Source: an optimization exercise on an open RTL-to-GDS flow (aim: small area and a short achievable clock period). Production flows keep margins and buffers that such runs may drop.

==> module qd256, before the edit <==
module qd256 (
    input  wire       clk,
    input  wire       rst,
    input  wire       cmd_valid,
    input  wire [2:0] cmd_op,
    input  wire [7:0] cmd_a,
    input  wire [7:0] cmd_b,
    output reg        res_valid,
    output reg  [7:0] res,
    output wire       err
);
    reg [7:0] acc;
    reg       err_q;
    wire       use_acc = cmd_op[2];                  
    wire       inv     = ~(cmd_op[0] ^ cmd_op[2]);   
    wire       no_b    = cmd_op[1];                  
    wire [7:0] l    = use_acc ? acc : cmd_a;
    wire [7:0] r    = no_b ? 8'h00 : cmd_b;
    wire       jl   = l[7];
    wire       negr = jl;
    wire       negl = inv & ~jl;
    wire       cin  = negr | negl;
    wire       nout = 1'b0;
    wire       flip = jl & (r[0] ^ (inv & l[0]));
    wire [6:0] ro = r[6:0] ^ {7{negr}};
    wire [6:0] lo = l[6:0] ^ {7{negl}};
    wire [7:0] g0 = {lo & ro, cin};
    wire [7:0] p0 = {lo ^ ro, 1'b0};
    wire [7:0] G1, P1, G2, P2, G3;
    assign G1[0]=g0[0]; assign P1[0]=p0[0];
    assign G1[1]=g0[1]|(p0[1]&g0[0]); assign P1[1]=p0[1]&p0[0];
    assign G1[2]=g0[2]; assign P1[2]=p0[2];
    assign G1[3]=g0[3]|(p0[3]&g0[2]); assign P1[3]=p0[3]&p0[2];
    assign G1[4]=g0[4]; assign P1[4]=p0[4];
    assign G1[5]=g0[5]|(p0[5]&g0[4]); assign P1[5]=p0[5]&p0[4];
    assign G1[6]=g0[6]; assign P1[6]=p0[6];
    assign G1[7]=g0[7]|(p0[7]&g0[6]); assign P1[7]=p0[7]&p0[6];
    assign G2[1:0]=G1[1:0]; assign P2[1:0]=P1[1:0];
    assign G2[2]=G1[2]|(P1[2]&G1[1]); assign P2[2]=P1[2]&P1[1];
    assign G2[3]=G1[3]|(P1[3]&G1[1]); assign P2[3]=P1[3]&P1[1];
    assign G2[5:4]=G1[5:4]; assign P2[5:4]=P1[5:4];
    assign G2[6]=G1[6]|(P1[6]&G1[5]); assign P2[6]=P1[6]&P1[5];
    assign G2[7]=G1[7]|(P1[7]&G1[5]); assign P2[7]=P1[7]&P1[5];
    assign G3[3:0]=G2[3:0];
    assign G3[4]=G2[4]|(P2[4]&G2[3]);
    assign G3[5]=G2[5]|(P2[5]&G2[3]);
    assign G3[6]=G2[6]|(P2[6]&G2[3]);
    assign G3[7]=G2[7]|(P2[7]&G2[3]);
    wire [6:0] cc = G3[6:0];
    wire [6:0] sum = p0[7:1] ^ cc;
    wire [6:0] k    = sum ^ {7{nout}} ^ {flip, 6'd0};
    wire [7:0] out  = {jl ^ r[7], k};
    wire       emits = cmd_op[2] ? ~cmd_op[1] : (cmd_op[1] ^ cmd_op[0]);
    always @(posedge clk) begin
        if (rst) begin
            acc       <= 8'h00;
            err_q     <= 1'b0;
            res_valid <= 1'b0;
        end else begin
            res_valid <= cmd_valid & emits;
            if (cmd_valid) begin
                case (cmd_op)
                    3'b011: acc <= 8'h00;
                    3'b100: acc <= out;
                    3'b101: acc <= cmd_b;
                    default: ;
                endcase
                if (cmd_op[2] & cmd_op[1])
                    err_q <= 1'b1;
            end
        end
    end
    always @(posedge clk)
        res <= out;
    assign err = err_q;
endmodule
Settings: LEC_CHECK=0, CAP_MARGIN=20, CORE_MARGIN=2, CORE_UTILIZATION=40, SLEW_MARGIN=20; clock period 10.0 ns.
standard.sh (not shown) runs the stock make flow with config.mk's settings and CLKGATE_MAP_FILE= SYNTH_SCRIPT=/design/flow/synth_recipe.tcl, a recipe that flattens the netlist after the stock synthesis.
==> flow/flow/run.sh <==
#!/bin/bash
# Own layout flow: the standard flow (standard synthesis unchanged) with
# plain buf_1 port buffers, an internal setup target for repair_timing
# (flow/knobs.txt) and, after CTS, a downsizing pass that keeps that target.
set -euo pipefail
cd "$(dirname "${BASH_SOURCE[0]}")/.."
KNOBS=$(cat flow/knobs.txt)
for h in flow/*.hook.tcl; do
  [ -e "$h" ] || continue
  v=$(basename "$h" .hook.tcl)
  export "${v}_TCL=$PWD/$h"
done
# shellcheck disable=SC2086
bash standard.sh $KNOBS \
  "BUFFER_PORTS_ARGS=-buffer_cell sky130_fd_sc_hd__buf_1" finish > make_finish.log 2>&1
==> flow/flow/PRE_FLOORPLAN.hook.tcl <==
# Re-map the synthesized logic for area (registers are left as they are);
# repair_timing later in the flow sizes the critical paths back up.
puts "hook: restructure for area"
if { [env_var_exists_and_non_empty DONT_USE_CELLS] } {
  set_dont_use $::env(DONT_USE_CELLS)
}
report_design_area
file mkdir $::env(OBJECTS_DIR)/rmp
restructure -target area -liberty_file [lindex $::env(LIB_FILES) 0] \
  -tielo_port sky130_fd_sc_hd__conb_1/LO -tiehi_port sky130_fd_sc_hd__conb_1/HI \
  -work_dir $::env(OBJECTS_DIR)/rmp -abc_logfile $::env(LOG_DIR)/rmp_abc.log
report_design_area
==> flow/flow/knobs.txt <==
SETUP_SLACK_MARGIN=5.5
Next try:
==> flow/design.v (replaced) <==
module qd256 (
    input  wire       clk,
    input  wire       rst,
    input  wire       cmd_valid,
    input  wire [2:0] cmd_op,
    input  wire [7:0] cmd_a,
    input  wire [7:0] cmd_b,
    output reg        res_valid,
    output reg  [7:0] res,
    output wire       err
);
    reg [7:0] acc;
    reg       err_q;
    wire       use_acc = cmd_op[2];                  
    wire       inv     = ~(cmd_op[0] ^ cmd_op[2]);   
    wire       no_b    = cmd_op[1];                  
    wire [7:0] l    = use_acc ? acc : cmd_a;
    wire [7:0] r    = no_b ? 8'h00 : cmd_b;
    wire       jl   = l[7];
    wire       sub  = jl | inv;
    wire       cin  = jl;
    wire       nout = inv & ~jl;
    wire       flip = jl & (r[0] ^ (inv & l[0]));
    wire [6:0] ro = r[6:0] ^ {7{sub}};
    wire [6:0] lo = l[6:0];
    wire [7:0] g0 = {lo & ro, cin};
    wire [7:0] p0 = {lo ^ ro, 1'b0};
    wire [7:0] g1 = g0 | (p0 & {g0[6:0], 1'b0});
    wire [7:0] p1 = p0 & {p0[6:0], 1'b0};
    wire [7:0] g2 = g1 | (p1 & {g1[5:0], 2'b0});
    wire [7:0] p2 = p1 & {p1[5:0], 2'b0};
    wire [7:0] g3 = g2 | (p2 & {g2[3:0], 4'b0});
    wire [6:0] cc = g3[6:0];
    wire [6:0] sum = p0[7:1] ^ cc;
    wire [6:0] k    = sum ^ {7{nout}} ^ {flip, 6'd0};
    wire [7:0] out  = {jl ^ r[7], k};
    wire       emits = cmd_op[2] ? ~cmd_op[1] : (cmd_op[1] ^ cmd_op[0]);
    always @(posedge clk) begin
        if (rst) begin
            acc       <= 8'h00;
            err_q     <= 1'b0;
            res_valid <= 1'b0;
        end else begin
            res_valid <= cmd_valid & emits;
            if (cmd_valid) begin
                case (cmd_op)
                    3'b011: acc <= 8'h00;
                    3'b100: acc <= out;
                    3'b101: acc <= cmd_b;
                    default: ;
                endcase
                if (cmd_op[2] & cmd_op[1])
                    err_q <= 1'b1;
            end
        end
    end
    always @(posedge clk)
        res <= out;
    assign err = err_q;
endmodule
What happened:
- The changed run aborted during floorplan
- synthesized area climbs by 2.7%
- synthesized cell count climbs by about 14%
No run of this note included a check of the RTL's function; only the layout flow was run.

[static timing again, ports no longer ideal]
The results above use ideal ports. As a check the final layout listed here was re-extracted and re-timed, cells and wires unchanged.
Step 1: set_driving_cell puts a clkbuf_16 on clk and a buf_2 on each other input, an assumption about the parent block.
Step 2 adds t to the input delays and takes it off the output delays; t is the mean of the earliest and latest rising clock arrival at the registers after step 1. Input paths then give back, and output paths get back, about the clock's delay inside the block.
Three values: ideal, step 1, step 2; two values: the first two.
run: the first run
t (ns): 0.306
setup slack, ns: 5.780 / 5.778 / 5.472
latest minus earliest clock arrival (ns): 0.004 / 0.004
pins driven straight from the clock port: 1
After both steps setup and hold are still met in the first run. For the first run, drivers alone change the setup slack by -0.002 ns; drivers and shift together by -0.308 ns.
